Context: an optimization exercise on an open-source flow, tuned for small area, a short achievable clock period and few clock cycles per item. The choices shown serve that exercise and are no tape-out recipe. Power and IR drop assume default switching activity.

==> trial 18: inputs <==
Design modbus_engine, start of the top module:
module modbus_engine #(
    parameter N_COIL    = 64,
    parameter N_DI      = 32,
    parameter N_HR      = 32,
    parameter N_IR      = 16,
    parameter BASE_COIL = 16'h0010,
    parameter BASE_DI   = 16'h0200,
    parameter BASE_HR   = 16'h0100,
    parameter BASE_IR   = 16'h0300,
    parameter EXC_ADDR  = 8'h02
) (
    input  wire               clk,
    input  wire               rst,
    input  wire               rx_valid,
    input  wire [7:0]         rx_data,
    output wire               rx_ready,
    output wire               tx_valid,
    output wire [7:0]         tx_data,
    output wire               tx_last,
    input  wire               tx_ready,
    input  wire [N_DI-1:0]    di_in,
    input  wire [16*N_IR-1:0] ir_in
);
    integer i, b;
    function le16;
        input [15:0] x, y;
        integer k;
        reg lt, eq;
        begin
            lt = 1'b0;
            eq = 1'b1;
            for (k = 15; k >= 0; k = k - 1) begin
                lt = lt | (eq & ~x[k] & y[k]);
                eq = eq & ~(x[k] ^ y[k]);
            end
            le16 = lt | eq;
        end
    endfunction
    reg         rdy_q;       
    reg         fld_q;       
    reg  [4:0]  pos;         
    reg  [15:0] rem;         
    reg         rem1;        
    reg         rhz;         
    reg         z5;          
    reg         decided;     
    reg         dec_q;       
    reg         short_q;     
    reg         pend;        
    reg  [1:0]  rc_q;        
    reg         p_hr, p_coil, p_reg;  
    reg         rc_ok;       
    reg         ex_q;        
    reg         ex2_q;       
    reg         rst_q;       
    reg         hdr_ok;      
    reg         tstarted;    
    reg  [7:0]  f0, f1, f2, f3, f6, f7, f8, f9, f10, f11, f12, f13, f14, f15, f16;
    reg  [6:0]  wleft;       
    reg  [5:0]  wptr;        
    reg         w0f;         
    reg         we_q;        
    reg         cwe_q;       
    reg  [15:0] wd_q;
    reg  [5:0]  wa_q;
  ...
export LEC_CHECK = 0
export CAP_MARGIN = 60
export CORE_MARGIN = 2
export CORE_UTILIZATION = 50
export CTS_CLUSTER_DIAMETER = 70
export CTS_CLUSTER_SIZE = 30
export PLACE_DENSITY = 0.6
export SLEW_MARGIN = 60
create_clock -name core_clock -period 12.0 [get_ports {clk}]
standard.sh (not shown) runs the stock make flow with config.mk's settings and CLKGATE_MAP_FILE= SYNTH_SCRIPT=/design/flow/synth_recipe.tcl, a recipe that flattens the netlist after the stock synthesis.
==> flow/flow/run.sh <==
#!/bin/bash
# The standard layout; only the port buffer cell is chosen here (buf_2
# instead of the buffer ORFS picks by default). Every tool's output goes to
# standard.log in this folder.
export BUFFER_PORTS_ARGS="-buffer_cell sky130_fd_sc_hd__buf_2"
bash standard.sh > standard.log 2>&1
==> inputs of build 45, as changes to trial 18 <==
--- a/flow/design.v
+++ b/flow/design.v
@@ -18,35 +18,19 @@
     output wire [7:0]         tx_data,
     output wire               tx_last,
     input  wire               tx_ready,
     input  wire [N_DI-1:0]    di_in,
     input  wire [16*N_IR-1:0] ir_in
 );
     integer i, b;
-    function le16;
-        input [15:0] x, y;
-        integer k;
-        reg lt, eq;
-        begin
-            lt = 1'b0;
-            eq = 1'b1;
-            for (k = 15; k >= 0; k = k - 1) begin
-                lt = lt | (eq & ~x[k] & y[k]);
-                eq = eq & ~(x[k] ^ y[k]);
-            end
-            le16 = lt | eq;
-        end
-    endfunction
     reg         rdy_q;       
-    reg         fld_q;       
     reg  [4:0]  pos;         
     reg  [15:0] rem;         
     reg         rem1;        
     reg         rhz;         
-    reg         z5;          
     reg         decided;     
     reg         dec_q;       
     reg         short_q;     
     reg         pend;        
     reg  [1:0]  rc_q;        
     reg         p_hr, p_coil, p_reg;  
     reg         rc_ok;       
@@ -67,14 +51,15 @@
     reg  [63:0]  coil;
     reg  [511:0] hr;
     reg         tx_act;
     reg         tx_desc;     
     reg  [6:0]  o;           
     reg  [1:0]  tx_exc;
     reg         tx_bits, tx_regs, tx_echo, tx_pin, tx_17, tx_rwok;
+    reg  [5:0]  wend_q;      
     reg         rwq_ok;      
     reg  [6:0]  tx_lo;       
     reg         o_lt5;       
     reg         o_ge9;       
     reg  [4:0]  tp;          
     reg  [4:0]  ra;          
     reg         rmw_q;       
@@ -94,63 +79,52 @@
     wire [15:0] WQ  = {f14, f15};
     wire fc01 = fc == 8'h01, fc02 = fc == 8'h02, fc03 = fc == 8'h03, fc04 = fc == 8'h04;
     wire fc05 = fc == 8'h05, fc06 = fc == 8'h06, fc0f = fc == 8'h0F, fc10 = fc == 8'h10;
     wire fc16 = fc == 8'h16, fc17 = fc == 8'h17;
     wire known = fc01 | fc02 | fc03 | fc04 | fc05 | fc06 | fc0f | fc10 | fc16 | fc17;
     wire [6:0] ca = A[6:0] - 7'h10;                       
     reg       ac_q, ad_q, ah_q, ai_q, wah_q, wqr_q, wq0_q, wqb_q;
-    wire [6:0] lc_q  = 7'd64 - {1'b0, ca[5:0]};
-    wire [5:0] l32_q = 6'd32 - {1'b0, A[4:0]};
-    wire [4:0] li_q  = 5'd16 - {1'b0, A[3:0]};
-    wire [5:0] lw_q  = 6'd32 - {1'b0, WA[4:0]};
+    reg [6:0] lc_q;
+    reg [5:0] l32_q, lw_q;
+    reg [4:0] li_q;
     reg       k01, k02, k03, k04, k05, k06, k0f, k10, k16, k17;
     reg [4:0] dpm1;          
     always @(posedge clk) begin
         ac_q  <= (A[15:7] == 9'd0) && (A[6:0] >= 7'h10) && (A[6:0] <= 7'h4F);
+        lc_q  <= 7'd64 - {1'b0, ca[5:0]};
         ad_q  <= A[15:5] == 11'h010;
         ah_q  <= A[15:5] == 11'h008;
+        l32_q <= 6'd32 - {1'b0, A[4:0]};
         ai_q  <= A[15:4] == 12'h030;
+        li_q  <= 5'd16 - {1'b0, A[3:0]};
         wah_q <= WA[15:5] == 11'h008;
-        wqr_q <= (WQ[15:6] == 10'd0) && le16({10'd0, WQ[5:0]}, {10'd0, lw_q});
+        lw_q  <= 6'd32 - {1'b0, WA[4:0]};
+        wqr_q <= (WQ[15:6] == 10'd0) && (WQ[5:0] <= lw_q);
         wq0_q <= WQ == 16'd0;
         wqb_q <= WQ > 16'd121;
         k01 <= fc01; k02 <= fc02; k03 <= fc03; k04 <= fc04; k05 <= fc05;
         k06 <= fc06; k0f <= fc0f; k10 <= fc10; k16 <= fc16; k17 <= fc17;
         dpm1 <= dpos - 5'd1;
     end
-    reg  q0_r, qa_r, qb_r, qc_r, qd_r, qff_r, rgc_r, rg32_r, rgi_r;
-    wire [15:0] Qn = {f10, rx_data};
-    always @(posedge clk)
-        if (fire && pos == 5'd11) begin
-            q0_r   <= Qn == 16'd0;
-            qa_r   <= !le16(Qn, 16'd2000);
-            qb_r   <= !le16(Qn, 16'd125);
-            qc_r   <= !le16(Qn, 16'd1984);
-            qd_r   <= !le16(Qn, 16'd123);
-            qff_r  <= Qn == 16'hFF00;
-            rgc_r  <= (Qn[15:7] == 9'd0)  && le16({9'd0, Qn[6:0]}, {9'd0, lc_q});
-            rg32_r <= (Qn[15:6] == 10'd0) && le16({10'd0, Qn[5:0]}, {10'd0, l32_q});
-            rgi_r  <= (Qn[15:5] == 11'd0) && le16({11'd0, Qn[4:0]}, {11'd0, li_q});
-        end
-    wire q0       = q0_r;
+    wire q0       = Q == 16'd0;
     wire [5:0] wr_end = {1'b0, WA[4:0]} + WQ[5:0];        
-    wire rem_lt12 = (rem[15:8] == 8'd0) && !le16({8'd0, f12}, {8'd0, rem[7:0]});
-    wire rem_lt16 = (rem[15:8] == 8'd0) && !le16({8'd0, f16}, {8'd0, rem[7:0]});
-    wire rng_coil = ac_q && rgc_r;
-    wire rng_di   = ad_q && rg32_r;
-    wire rng_hr   = ah_q && rg32_r;
-    wire rng_ir   = ai_q && rgi_r;
+    wire rem_lt12 = (rem[15:8] == 8'd0) && (rem[7:0] < f12);
+    wire rem_lt16 = (rem[15:8] == 8'd0) && (rem[7:0] < f16);
+    wire rng_coil = ac_q && (Q[15:7] == 9'd0)  && (Q[6:0] <= lc_q);
+    wire rng_di   = ad_q && (Q[15:6] == 10'd0) && (Q[5:0] <= l32_q);
+    wire rng_hr   = ah_q && (Q[15:6] == 10'd0) && (Q[5:0] <= l32_q);
+    wire rng_ir   = ai_q && (Q[15:5] == 11'd0) && (Q[4:0] <= li_q);
     wire rng_hrw  = wah_q && wqr_q;
     wire e3 = short_q ||
-        ((k01 | k02) && (q0 || qa_r)) ||
-        ((k03 | k04) && (q0 || qb_r)) ||
-        (k05 && !q0 && !qff_r) ||
-        (k0f && (q0 || qc_r || {f12, 3'b000} < Q[10:0] || rem_lt12)) ||
-        (k10 && (q0 || qd_r || f12 != {Q[6:0], 1'b0} || rem_lt12)) ||
-        (k17 && (q0 || qb_r || wq0_q || wqb_q || f16 != {WQ[6:0], 1'b0} || rem_lt16));
+        ((k01 | k02) && (q0 || Q > 16'd2000)) ||
+        ((k03 | k04) && (q0 || Q > 16'd125)) ||
+        (k05 && !q0 && Q != 16'hFF00) ||
+        (k0f && (q0 || Q > 16'd1984 || {f12, 3'b000} < Q[10:0] || rem_lt12)) ||
+        (k10 && (q0 || Q > 16'd123 || f12 != {Q[6:0], 1'b0} || rem_lt12)) ||
+        (k17 && (q0 || Q > 16'd125 || wq0_q || wqb_q || f16 != {WQ[6:0], 1'b0} || rem_lt16));
     wire e2 =
         (k01 && !rng_coil) || (k02 && !rng_di) || (k03 && !rng_hr) || (k04 && !rng_ir) ||
         (k05 && !ac_q) || ((k06 | k16) && !ah_q) || (k0f && !rng_coil) || (k10 && !rng_hr) ||
         (k17 && !(rng_hrw && rng_hr));
     wire [1:0] rc_c = !known ? 2'd1 : e3 ? 2'd3 : e2 ? 2'd2 : 2'd0;
     wire       ok_c = rc_c == 2'd0;
     reg [4:0] dpos;
@@ -198,17 +172,17 @@
     wire       p1ge9    = !last_r && pos >= 5'd8;                      
     wire       p1dp     = !last_r && pos == dpm1;                      
     wire       dec1     = trig;
     wire       decd1    = last_r ? 1'b0 : (trig | decided);
     wire       pend_n   = dec_q | (pend & !tx_load);
     wire       tact_n   = tx_start | (tx_act & !(gen_adv && t_last));
     wire [6:0] pz0      = {2'b00, pos};
-    wire       o_le_p   = le16({9'd0, o}, {9'd0, pz0});
+    wire       o_le_p   = o <= pz0;
     wire       o_eq_p1  = o == pz0 + 7'd1;
-    wire       ole0     = tx_start || (gen_adv ? !le16({9'd0, pz0}, {9'd0, o}) : o_le_p);
+    wire       ole0     = tx_start || (gen_adv ? (o < pz0) : o_le_p);
     wire       ole1     = tx_start || (last_r ? (!gen_adv && o == 7'd0) :
                                        gen_adv ? o_le_p : (o_le_p || o_eq_p1));
     wire       tst_s    = tx_early | decided;                        
     wire       tst0     = tx_start ? tst_s : tstarted;
     wire       tst1     = tx_start ? (tst_s & !last_r) : (tstarted & !last_r);
     wire       hr_n     = tx_hr_rd   | (tx_load & p_hr);
     wire       coil_n   = tx_coil_rd | (tx_load & p_coil);
@@ -224,20 +198,20 @@
     wire       bf1 = p1le13 && (((pend_n || dec1)  && !own_n) || (tact_n && !tst1 && ole1));
     wire       dbub1 = dec1  && p1ge9 && k0f;                           
     wire       hb0 = (!decided && pos  >= 5'd9 && pos  == dpos && hz_dec) || (wnz0 && hz_dat);
     wire       hb1 = (!decd1   && p1ge9 && p1dp && hz_dec) || (wnz1 && hz_dat);
     wire       rdy0 = !bf0 && !hb0;
     wire       rdy1 = !bf1 && !dbub1 && !hb1;
     always @(posedge clk) begin
-        if (fld_q) begin
-            if (pos == 5'd0 || z5) f0 <= rx_data;
+        if (fire) begin
+            if (pos == 5'd0)  f0  <= rx_data;
             if (pos == 5'd1)  f1  <= rx_data;
             if (pos == 5'd2)  f2  <= rx_data;
             if (pos == 5'd3)  f3  <= rx_data;
-            if (pos == 5'd6 && !z5) f6 <= rx_data;
+            if (pos == 5'd6)  f6  <= rx_data;
             if (pos == 5'd7)  f7  <= rx_data;
             if (pos == 5'd8)  f8  <= rx_data;
             if (pos == 5'd9)  f9  <= rx_data;
             if (pos == 5'd10) f10 <= rx_data;
             if (pos == 5'd11) f11 <= rx_data;
             if (pos == 5'd12) f12 <= rx_data;
             if (pos == 5'd13) f13 <= rx_data;
@@ -262,14 +236,15 @@
         if (dec_q) begin
             rc_q   <= rc_c;
             rc_ok  <= ok_c;
             p_hr   <= fc03 || fc17;
             p_coil <= fc01;
             p_reg  <= fc03 || fc04 || fc17;
             w0f    <= k0f;
+            wend_q <= wr_end;
         end
         we_q  <= 1'b0;
         cwe_q <= 1'b0;
         if (ex_q) begin
             if (k05) begin
                 cwe_q <= rc_ok;
                 wa_q  <= ca[5:0];
@@ -283,17 +258,17 @@
             end
         end
         if (ex2_q && k16) begin
             we_q <= rc_ok;
             wa_q <= {1'b0, f9[4:0]};
             wd_q <= (rw_q & Q) | (WA & ~Q);
         end
-        if (hi_dec)
+        if (rdy_q && hi_dec)
             wd_q[15:8] <= rx_data;
-        if (wleft != 7'd0 && !dec_q) begin
+        if (rdy_q && wleft != 7'd0 && !dec_q) begin
             wa_q <= wptr;
             cm_q <= cmask;
             if (w0f || wleft[0])
                 wd_q[7:0] <= rx_data;
             else
                 wd_q[15:8] <= rx_data;
         end
@@ -302,38 +277,34 @@
             if (w0f)
                 cwe_q <= rc_ok;
             else if (wleft[0])
                 we_q  <= rc_ok;
         end
         if (rst) begin
             rdy_q    <= 1'b0;
-            fld_q    <= 1'b0;
             pos      <= 5'd0;
-            z5       <= 1'b0;
             hdr_ok   <= 1'b0;
             tstarted <= 1'b0;
             decided  <= 1'b0;
             dec_q    <= 1'b0;
             ex_q     <= 1'b0;
             ex2_q    <= 1'b0;
             pend     <= 1'b0;
             wleft    <= 7'd0;
             we_q     <= 1'b0;
             cwe_q    <= 1'b0;
         end else begin
             rdy_q <= fire ? rdy1 : rdy0;
-            fld_q <= fire ? !bf1 : !bf0;
             dec_q <= fire && trig;
             ex_q  <= dec_q;
             ex2_q <= ex_q;
             pend  <= pend_n;
             tstarted <= fire ? tst1 : tst0;
             hdr_ok   <= fire ? (pos == 5'd5 ? !(rhz && rx_data[7:1] == 7'd0) : hdr_ok & !last_r) : hdr_ok;
-            pos      <= z5 ? {4'd0, fire} : fire ? pos1 : pos;
-            z5       <= fire && last5;
+            pos      <= fire ? (last5 ? 5'd0 : pos1) : pos;
             decided  <= fire ? decd1 : decided;
             wleft    <= fire ? wl1 : wl0;
         end
     end
     wire [15:0] hwd  = rst_q ? 16'd0 : wd_q;
     wire [15:0] dwin = {8'd0, wd_q[7:0]} << wa_q[2:0];
     wire [15:0] mwin = {8'd0, cm_q} << wa_q[2:0];
@@ -399,15 +370,15 @@
     end
     wire pop = v0 && tx_ready;
     always @(posedge clk) begin
         rw_q <= (tx_pin && !rmw_q) ? ir_in[16*ra[3:0] +: 16] : hr_rd;
         tp   <= tp_n;
         ra   <= rmw_n ? f9[4:0] : tp_n;
         rwq_ok <= !((we_q && wa_q[4:0] == ra) ||
-                    (wleft != 7'd0 && {1'b0, ra} >= wptr && {1'b0, ra} < wr_end));
+                    (wleft != 7'd0 && {1'b0, ra} >= wptr && {1'b0, ra} < wend_q));
         rmw_q <= rmw_n;
         if (rhi)
             lo_q <= rw_q[7:0];
         if (bfetch) begin
             bb_q <= (bwin >> tsh) & bmask;
             tg   <= tg + 4'd1;
             tbl  <= tbl8;
==> comparison table <==
Run status: build 45 no timing/DRC/antenna violations; trial 18 no timing/DRC/antenna violations
Clock input transition at the sequential cells of the worst setup and hold paths: build 45 100 ps; trial 18 90 ps
Worst setup endpoint: build 45 pos[3]$_SDFFE_PP0P_; trial 18 rgc_r$_DFFE_PP_
Sum of internal, switching and leakage power: build 45 6.840 mW; trial 18 7.783 mW
Number of distinct standard cells referenced by the synthesized netlist: build 45 84; trial 18 82
Sequential cells: build 45 936; trial 18 925
Netlist area before placement: build 45 0.04579 sq mm; trial 18 0.04558 sq mm
Slew at the pin with the worst max-slew slack: build 45 653.9 ps; trial 18 592.0 ps
Setup clock skew after layout: build 45 43.86 ps; trial 18 48.76 ps
Total placed instance area: build 45 0.04948 sq mm; trial 18 0.04942 sq mm
Switching pwr: build 45 1.797 mW; trial 18 2.313 mW
PnR worst setup slack: build 45 7976 ps; trial 18 7895 ps
Register-to-Register Setup Slack: build 45 8340 ps; trial 18 8260 ps
Routed length on met3: build 45 10.78 mm; trial 18 10.69 mm
Multiplexer fraction of the synthesized cell area: build 45 0.1636; trial 18 0.1678
Global-route wire length before repair: build 45 210.4 mm; trial 18 214.1 mm
Part of the total power dissipated in combinational logic: build 45 0.115; trial 18 0.187
Nets@finish: build 45 4044; trial 18 4007
Global routing met2 resource utilization: build 45 0.5020; trial 18 0.5104
Function was not checked in any run of this note: the RTL went through the layout flow alone.

static timing again, ports no longer ideal:
Ports are ideal in the flow. The routed layouts listed here were re-timed in OpenROAD.
Step 1 assumes that a clkbuf_16 drives the clock port and a buf_2 every other input.
Step 2 moves the port delays by t, midway between the first and last clock arrival at a register: inputs arrive t later, outputs are due t later. That takes back most of the time a late clock gives input paths.
Slacks: no drivers / after step 1 / after step 2; pairs: no drivers / after step 1.
run | t (ns) | setup WS [ns] | hold slack, ns | worst slew at a driven data input, ns
trial 18 | 0.732 | 7.895 / 7.945 / 7.213 | 0.472 / 0.472 / 0.472 | 0.13
build 45 | 0.746 | 7.976 / 7.994 / 7.275 | 0.470 / 0.470 / 0.470 | 0.16
After both steps setup and hold are still met in every run listed. The setup slack of build 45, which loses most, moves by +0.018 ns with the drivers and by -0.701 ns with both steps.
